Context: an optimization exercise on an open-source flow, tuned for small area, a short achievable clock period and few clock cycles. The choices shown serve that exercise and are no tape-out recipe. The RTL was checked by simulation tests, not by an equivalence proof against the original design. No activity file was given, so power comes from the tool's default toggle rates.

**design/flow/design.v**
```verilog
module axfc_rx (
    input  wire       clk,
    input  wire       rst,
    input  wire       op_valid,
    output wire       op_ready,
    input  wire [3:0] op_code,
    input  wire [8:0] op_arg,
    output reg        rsp_valid,
    output reg  [3:0] rsp_status,
    output reg  [8:0] rsp_len,
    output reg  [7:0] rsp_addr,
    output reg  [7:0] rsp_plen,
    output reg  [7:0] rsp_cmd,
    output reg  [7:0] rsp_ck,
    output reg  [7:0] rsp_expected,
    output reg        rsp_ck_ok,
    output reg  [7:0] rsp_data,
    input  wire       t_open,
    input  wire       rx_valid,
    input  wire [7:0] rx_data,
    output wire       rx_ready
);
    localparam [8:0] CAP  = 9'd260;
    localparam [7:0] SYNC = 8'h55;
    localparam [3:0] OP_STAT   = 4'h0,
                     OP_FILL   = 4'h2,
                     OP_DECODE = 4'h3,
                     OP_DROP   = 4'h4,
                     OP_FLUSH  = 4'h5,
                     OP_CFGWR  = 4'h6,
                     OP_PEEK   = 4'h7;
    localparam [3:0] ST_OK         = 4'd0,
                     ST_INCOMPLETE = 4'd1,
                     ST_FRAME      = 4'd2,
                     ST_DESYNC     = 4'd3,
                     ST_CKSUM      = 4'd4,
                     ST_TRANSPORT  = 4'd6,
                     ST_BADDROP    = 4'd10,
                     ST_BADOP      = 4'd11;
    reg [7:0] mem [0:CAP-1];
    reg [8:0] head;
    reg [8:0] count;
    reg [8:0] wp;         
    reg       strict;
    reg       idle;       
    reg       fill_st;    
    reg       pk_st;      
    reg       dw_st;      
    reg       ex_drop;    
    reg       ex_flush;   
    reg [8:0] arg_q;
    reg [8:0] rem;        
    reg       rxr;
    reg [8:0] ra;         
    reg [8:0] ia;         
    reg [8:0] ic;         
    reg [7:0] rb;
    reg       rb_v;
    reg       e_st;       
    reg       e_sync;     
    reg       e_fin;      
    reg [8:0] e_p;        
    reg [7:0] e_addr, e_plen, e_cmd, e_sum, e_ck;
    reg       e_ok;
    reg       v_full;
    reg       v_desync;
    reg [8:0] v_len;
    assign op_ready = idle;
    assign rx_ready = rxr;
    wire       accept = op_valid && idle;
    wire       pull   = rx_valid && rxr;
    wire [7:0] rd     = mem[ra];
    function [8:0] inc260(input [8:0] a);
        inc260 = (a == CAP - 9'd1) ? 9'd0 : a + 9'd1;
    endfunction
    function [8:0] add260(input [8:0] a, input [8:0] b);
        reg [9:0] s;
        begin
            s = {1'b0, a} + {1'b0, b};
            add260 = (s >= {1'b0, CAP}) ? s[8:0] - CAP : s[8:0];
        end
    endfunction
    wire [8:0] e_need = {1'b0, e_plen} + 9'd5;
    wire       cnt_lt5 = (count < 9'd5);
    wire       dec_ready = cnt_lt5 || v_full ||
                           (e_st && !e_sync && e_p == count) ||
                           (e_st && e_sync && e_p >= 9'd3 && count < e_need);
    wire [3:0] dec_status = cnt_lt5 ? ST_INCOMPLETE :
                            v_full  ? (v_desync ? ST_DESYNC :
                                       (!rsp_ck_ok && strict) ? ST_CKSUM : ST_FRAME) :
                            e_sync  ? ST_INCOMPLETE : ST_DESYNC;
    wire [8:0] dec_len = v_full ? v_len : count;
    wire       ex      = ex_drop || ex_flush;
    wire       e_go    = rb_v && !e_fin && !ex;
    wire       b55     = (rb == SYNC);
    wire [8:0] e_plen4 = {1'b0, e_plen} + 9'd4;
    wire       at_ck   = (e_p == e_plen4);
    wire       fin_frm = e_go && e_st && e_sync && at_ck;
    wire       fin_des = e_go && e_st && !e_sync && b55;
    wire       fin     = fin_frm || fin_des;
    wire [7:0] sum_nx  = e_sum + rb;
    wire       can_issue = !pk_st && !ex && (!rb_v || e_go);
    wire       iss_mem   = can_issue && (ic < count);
    wire       iss_fwd   = can_issue && (ic == count) && pull;
    wire       iss       = iss_mem || iss_fwd;
    wire [8:0] drop_head = add260(head, arg_q);
    wire       promote   = ex_drop && v_full && (arg_q == v_len);
    wire       restart   = (ex_drop && arg_q != 9'd0 && !promote) || ex_flush;
    wire [8:0] rs_addr   = ex_flush ? wp : drop_head;
    wire [8:0] ia_nx = restart ? rs_addr : iss ? inc260(ia) : ia;
    wire       peek_acc = accept && (op_code == OP_PEEK);
    always @(posedge clk) begin
        if (rxr)
            mem[wp] <= rx_data;
    end
    always @(posedge clk) begin
        if (rst) begin
            idle      <= 1'b1;
            fill_st   <= 1'b0;
            pk_st     <= 1'b0;
            dw_st     <= 1'b0;
            ex_drop   <= 1'b0;
            ex_flush  <= 1'b0;
            rxr       <= 1'b0;
            rsp_valid <= 1'b0;
            head      <= 9'd0;
            count     <= 9'd0;
            wp        <= 9'd0;
            strict    <= 1'b1;
            ra        <= 9'd0;
            ia        <= 9'd0;
            ic        <= 9'd0;
            rb_v      <= 1'b0;
            e_st      <= 1'b0;
            e_fin     <= 1'b0;
            v_full    <= 1'b0;
        end else begin
            rsp_valid <= 1'b0;
            ex_drop   <= 1'b0;
            ex_flush  <= 1'b0;
            ia <= ia_nx;
            ra <= peek_acc ? add260(head, op_arg) : ia_nx;
            if (restart) begin
                ic   <= 9'd0;
                rb_v <= 1'b0;
            end else begin
                if (iss)
                    ic <= (promote ? ic - arg_q : ic) + 9'd1;
                else if (promote)
                    ic <= ic - arg_q;
                if (iss_mem) begin
                    rb   <= rd;
                    rb_v <= 1'b1;
                end else if (iss_fwd) begin
                    rb   <= rx_data;
                    rb_v <= 1'b1;
                end else if (e_go) begin
                    rb_v <= 1'b0;
                end
            end
            if (restart) begin
                e_st   <= 1'b0;
                e_fin  <= 1'b0;
                v_full <= 1'b0;
            end else if (promote) begin
                if (e_fin) begin
                    v_desync     <= !e_sync;
                    v_len        <= e_p;
                    rsp_addr     <= e_addr;
                    rsp_plen     <= e_plen;
                    rsp_cmd      <= e_cmd;
                    rsp_expected <= e_sum;
                    rsp_ck       <= e_ck;
                    rsp_ck_ok    <= e_ok;
                    e_fin        <= 1'b0;
                    e_st         <= !e_sync;
                    e_sync       <= 1'b1;
                    e_p          <= 9'd1;
                end else begin
                    v_full <= 1'b0;
                end
            end else if (e_go) begin
                if (!e_st) begin
                    e_st   <= 1'b1;
                    e_sync <= b55;
                    e_p    <= 9'd1;
                end else if (fin) begin
                    if (!v_full) begin
                        v_full       <= 1'b1;
                        v_desync     <= fin_des;
                        v_len        <= fin_frm ? e_p + 9'd1 : e_p;
                        rsp_addr     <= e_addr;
                        rsp_plen     <= e_plen;
                        rsp_cmd      <= e_cmd;
                        rsp_expected <= e_sum;
                        rsp_ck       <= rb;
                        rsp_ck_ok    <= (e_sum == rb);
                        e_st         <= fin_des;
                        e_sync       <= 1'b1;
                        e_p          <= 9'd1;
                    end else begin
                        e_fin <= 1'b1;
                        e_ck  <= rb;
                        e_ok  <= (e_sum == rb);
                        if (fin_frm) e_p <= e_p + 9'd1;
                    end
                end else begin
                    e_p <= e_p + 9'd1;
                    if (e_sync) begin
                        e_sum <= (e_p == 9'd1) ? rb : sum_nx;
                        if (e_p == 9'd1) e_addr <= rb;
                        if (e_p == 9'd2) e_plen <= rb;
                        if (e_p == 9'd3) e_cmd  <= rb;
                    end
                end
            end
            if (ex_drop) begin
                head  <= drop_head;
                count <= count - arg_q;
            end
            if (ex_flush) begin
                head  <= wp;
                count <= 9'd0;
            end
            if (pull) begin
                count <= count + 9'd1;
                wp    <= inc260(wp);
            end
            if (ex) idle <= 1'b1;
            if (accept) begin
                case (op_code)
                OP_STAT: begin
                    rsp_valid  <= 1'b1;
                    rsp_status <= ST_OK;
                    rsp_len    <= count;
                    rsp_data   <= {7'd0, strict};
                end
                OP_FILL: begin
                    if (!t_open) begin
                        rsp_valid  <= 1'b1;
                        rsp_status <= ST_TRANSPORT;
                    end else begin
                        rsp_status <= ST_OK;
                        rsp_len    <= 9'd0;
                        rem        <= op_arg;
                        rxr        <= (op_arg != 9'd0) && (count != CAP);
                        fill_st    <= 1'b1;
                        idle       <= 1'b0;
                    end
                end
                OP_DECODE: begin
                    if (dec_ready) begin
                        rsp_valid  <= 1'b1;
                        rsp_status <= dec_status;
                        rsp_len    <= dec_len;
                    end else begin
                        dw_st <= 1'b1;
                        idle  <= 1'b0;
                    end
                end
                OP_DROP: begin
                    rsp_valid <= 1'b1;
                    if (op_arg > count) begin
                        rsp_status <= ST_BADDROP;
                    end else begin
                        rsp_status <= ST_OK;
                        arg_q      <= op_arg;
                        ex_drop    <= 1'b1;
                        idle       <= 1'b0;
                    end
                end
                OP_FLUSH: begin
                    rsp_valid  <= 1'b1;
                    rsp_status <= ST_OK;
                    ex_flush   <= 1'b1;
                    idle       <= 1'b0;
                end
                OP_CFGWR: begin
                    rsp_valid  <= 1'b1;
                    rsp_status <= ST_OK;
                    strict     <= op_arg[0];
                end
                OP_PEEK: begin
                    rsp_status <= (op_arg >= count) ? ST_BADDROP : ST_OK;
                    pk_st      <= 1'b1;
                    idle       <= 1'b0;
                end
                default: begin
                    rsp_valid  <= 1'b1;
                    rsp_status <= ST_BADOP;
                end
                endcase
            end
            if (fill_st) begin
                if (pull) begin
                    rem     <= rem - 9'd1;
                    rsp_len <= rsp_len + 9'd1;
                end
                if (!pull || rem == 9'd1 || count == CAP - 9'd1) begin
                    rsp_valid <= 1'b1;
                    fill_st   <= 1'b0;
                    rxr       <= 1'b0;
                    idle      <= 1'b1;
                end
            end
            if (pk_st) begin
                rsp_valid <= 1'b1;
                rsp_data  <= rd;
                pk_st     <= 1'b0;
                idle      <= 1'b1;
            end
            if (dw_st && dec_ready) begin
                rsp_valid  <= 1'b1;
                rsp_status <= dec_status;
                rsp_len    <= dec_len;
                dw_st      <= 1'b0;
                idle       <= 1'b1;
            end
        end
    end
endmodule
```
**design/flow/run.sh**
```bash
#!/bin/bash
# synth_recipe.tcl (not shown) runs the flow's synth.tcl, then flattens the netlist and writes it again
# the make line also repeats each setting of config.mk as NAME=value (left out here)
make -C /OpenROAD-flow-scripts/flow DESIGN_CONFIG=/design/flow/config.mk WORK_HOME=/design/flow/orfs CLKGATE_MAP_FILE= SYNTH_SCRIPT=/design/flow/synth_recipe.tcl finish
```
**design/flow/config.mk**
```make
export PLATFORM = sky130hd
export DESIGN_NAME = axfc_rx
export DESIGN_NICKNAME = axfc_rx
export VERILOG_FILES = /design/flow/design.v
export SDC_FILE = /design/flow/constraint.sdc
export NUM_CORES = 4
export LEC_CHECK = 0
export CAP_MARGIN = 20
export CORE_MARGIN = 2
export CORE_UTILIZATION = 40
export SLEW_MARGIN = 20
export SYNTH_MEMORY_MAX_BITS = 8192
```
**design/flow/constraint.sdc**
```tcl
create_clock -name core_clock -period 12.0 [get_ports {clk}]
set_input_delay 2.4000 -clock core_clock [delete_from_list [all_inputs] [get_ports {clk}]]
set_output_delay 2.4000 -clock core_clock [all_outputs]
set_load 0.01 [all_outputs]
```
==> results by group <==
Min path
  • Hold path endpoint: rsp_addr[3]$_DFFE_PP_
  • Hold Crit Class: reg -> reg
  • Worst hold stages: 0
  • HP Start: e_addr[3]$_DFFE_PP_

Logic synthesis
  • Mux share of post-synthesis cell area: between 10% and 20%
  • Commonest cells post-synth: edfxtp_1 (2229), mux4_2 (502), nor2_1 (413)
  • Sequential element share of the synthesized area: 73.1%
  • Yosys cell types: 86
  • Most frequent cell after synthesis: edfxtp_1
  • Synth top area cells: edfxtp_1 (72%), mux4_2 (12%), nor2_1 (1.7%)
  • Synth area leader: edfxtp_1
  • Mapped Nets: between 5000 and 6000
  • EDFF count, synth: between 2000 and 2500
  • Ys flop type: edfxtp_1
  • Synth warn: 1
  • Area share of fa/ha/maj cells after synthesis: 1.29%
  • Compound-Gate Fraction of Synth Area: approximately 4.8%
  • Post-synthesis simple-gate area fraction: under 10%
  • Proportion of netlist area held by the largest area contributor: between 70% and 80%
  • Main combinational cell family by area after synthesis: multiplexers
  • Post-synthesis register bit count: approximately 2300
  • Syn Area/Cell: between 15 and 20 sq um
  • Post-synth design cell area: around 93000 sq um
  • Post-synthesis async set-or-reset flop share: 0%
  • Gate Count Post-Synth: between 5000 and 6000
  • Post-Synth XOR/XNOR Area: 0.947%

Power and ir drop
  • Pwr/cell area: around 170 nW/um^2
  • VDD IR max: approximately 0.00016 V
  • Leakage: 32.1 nW

Worst setup path
  • R2R setup slack: between 6 and 7 ns
  • Crit path capture type: flip-flop
  • CP Class: reg -> reg
  • Crit-path max FO: 43
  • Worst EP required: 12.57 ns
  • Startpoint class of the critical path: flip-flop
  • Reg-to-Reg End: rb[4]$_DFFE_PP_
  • Reg2Reg Depth: 10
  • Arrival @ worst endpoint: 5.96 ns

Clocking
  • Setup bufs post-CTS: 0
  • CTS tree: done
  • Root Buffer Master: clkbuf_16
  • Worst-path clk slew: ~0.070 ns
  • Worst-Skew Late Latency: 0.87 ns
  • CTS max path bufs: 3
  • CTS H-tree lvls: 4
  • Hold-fix buffers at CTS: 0
  • Clock Sinks: approximately 2300
  • CTS Buf Count: roughly 220
  • Post-CTS Resized: 0

Cells and area
  • Layout Utilization: a little under half
  • Final instance area: between 100000 and 150000 sq um
  • Nets@finish: 5315
  • Synth-to-layout area growth: 12.8%
  • Share of cells above drive strength 1: a little under a fifth
  • Top reg by flops: mem
  • Max reg flops: 2080

Detailed routing
  • Antenna Nets Post-Route: 0
  • DR vias: 49200
  • Average wire per cell in the routed design: roughly 28 um
  • Final wirelength: approximately 240000 um
  • DR pass1 iterations: 6
  • DRC Markers: 0
  • Drt first-iter violations: 5140
  • DR vias/cell: 5.82

Global routing
  • First-pass GRT wire length: between 300000 and 400000 um
  • M1 GR Usage: between 20% and 30%
  • Antenna violations before repair: 5
  • Number of global-route vias before repair: roughly 50000
  • Most Crowded Layer GR: met2
  • GRT overflow: 0
  • Met3 usage: a little over 3%
  • Largest net degree at the start of global routing: 152
  • Global-route usage over all layers: 19.6%
  • Grt met2 use: 31.0%

Place
  • I/O Buffers: 90
  • GPL Wtd Cong: approximately 0.88
  • DP Area: approximately 100000 sq um
  • Hpwl dp: ~140000 um

STA
  • Crit path time final: approximately 5.4 ns
  • Max_slew headroom: roughly a quarter
  • Min Hold Slack: between 0.4 and 0.5 ns
  • Final setup vio count: 0
  • Final Hold Viols: 0
  • Setup tns final: 0 ns
  • RSZ-0062 raised after global routing: false
  • Skew final: around 0.054 ns
  • Pins Over Slew Limit: 0
  • Period utilisation layout: about 45%
  • Fmax: 186 MHz
  • Worst-margin pin slew: 1.12 ns

Status
  • Status: timing/DRC/antenna clean

Floorplanning
  • Core region area: 232000 sq um
  • Die Span X: just under 500 um
  • Die Height: between 400 and 500 um
  • Area of the die: 237000 sq um
  • Starting Density: between 40% and 50%
  • I/O Pins: 91
  • Rows: between 150 and 200

Run
  • MaxCap Viol Count: 0
## cell usage in the layout, fill, tap and decap left out, types with 12 or more instances in the layout
| cell type | instances |
|---|---|
| a211oi_1 | 26 |
| a21o_1 | 12 |
| a21oi_1 | 140 |
| a221oi_1 | 31 |
| a22o_1 | 20 |
| a22oi_1 | 140 |
| a31oi_1 | 25 |
| and2_1 | 31 |
| and3_1 | 26 |
| buf_4 | 81 |
| bufinv_16 | 29 |
| clkbuf_1 | 34 |
| clkbuf_16 | 225 |
| clkdlybuf4s50_1 | 82 |
| clkinv_1 | 56 |
| clkinv_2 | 41 |
| dfxtp_1 | 60 |
| edfxtp_1 | 2229 |
| ha_1 | 88 |
| inv_1 | 66 |
| mux2_2 | 12 |
| mux2i_1 | 135 |
| mux4_2 | 502 |
| nand2_1 | 174 |
| nand2b_1 | 20 |
| nand3_1 | 73 |
| nand3_2 | 16 |
| nand4_1 | 22 |
| nor2_1 | 412 |
| nor2b_1 | 30 |
| nor3_1 | 46 |
| nor4_1 | 17 |
| o211ai_1 | 20 |
| o21a_1 | 17 |
| o21ai_0 | 78 |
| o22ai_1 | 24 |
| xnor2_1 | 50 |
| xor2_1 | 51 |
## stage by stage
step | worst slack [ns] | power [mW] | std cells
after floorplan | 7.09 | 10.6 | 5069
after global placement | 6.24 | 11.2 | 8012
after detailed placement | 6.20 | 11.3 | 8012
after CTS | 6.43 | 18.4 | 8437
after global routing | 6.27 | 18.8 | 8439
final | 6.61 | 18.3 | 8440
## worst max-delay path by stage
stage	endpoint	slack, ns	cells past startpoint
final	rb[4]$_DFFE_PP_	6.61	10
after global routing	rb[2]$_DFFE_PP_	6.27	9
after CTS	rb[5]$_DFFE_PP_	6.43	9
after detailed placement	flip-flop	6.20	12
after global placement	flip-flop	6.24	12
after floorplan	rsp_addr[0]$_DFFE_PP_	7.09	4
## where the power goes
| group | total (mW) | switching [mW] | leakage (nW) | internal [mW] |
|---|---|---|---|---|
| clock network | 7.20 | 3.08 | 3.67 | 4.12 |
| registers | 8.89 | 0.0690 | 20.6 | 8.82 |
| logic | 2.16 | 1.13 | 7.80 | 1.03 |
| total | 18.3 | 4.27 | 32.1 | 14.0 |
## critical path, stage by stage (launching register included)
cell and delay [ns]:
dfxtp_4 0.61, buf_4 0.77, buf_4 0.69, and2_1 0.80, a22oi_1 0.15, a31oi_1 0.32
a31oi_1 0.26, a41oi_1 0.42, nand3_1 0.37, a31o_1 0.34, mux2_2 0.27
## routing by layer
metal	part of all wire, %	wire [um]	vias to the layer above
li1	-	-	20900
met1	43	102000	26000
met2	47	112000	1905
met3	7.0	16400	312
met4	2.2	5160	0
met5	0	0	-
## cell families (layout without fill, tap and decap cells)
| logic type | Yosys count | after routing |
|---|---|---|
| mux | 649 | 649 |
| flops | 2296 | 2296 |
| other cells | 0 | 2 |
| compound gates | 657 | 657 |
| simple gates | 928 | 928 |
| xor+xnor | 101 | 101 |
| fa+ha+maj | 93 | 93 |
| buf+inv | 345 | 671 |
## final cells by class
cell class                 instances  area (sq um)
inverter                          67           251
clock inverter                   158          1680
clock buffer                     267          5870
fill                           19600        127000
timing repair buffer             179          1700
tap                             3043          3810
antenna                            2          5.00
sequential                      2296         68300
multi-input combinational       2428         23800
Testbench counts, summed over its fixed seeds: cycles 188,386.

## afterwards: timing with drivers on the ports
No port has a modelled driver above. Below, the same layout with a new extraction and two added sets of constraints.
Step 1: set_driving_cell puts a clkbuf_16 on clk and a buf_2 on each other input, an assumption about the parent block.
Step 2 adds t to the input delays and takes it off the output delays; t is the mean of the earliest and latest rising clock arrival at the registers after step 1. Input paths then give back, and output paths get back, about the clock's delay inside the block.
Three values: ideal, step 1, step 2; two values: the first two.
t (ns): 0.934
setup WS [ns]: 6.613 / 6.613 / 6.107
latest minus earliest clock arrival (ns): 0.058 / 0.058
pins driven straight from the clock port: 1
After both steps setup and hold are still met in this run. For this run, drivers alone change the setup slack by 0.000 ns; drivers and shift together by -0.506 ns.
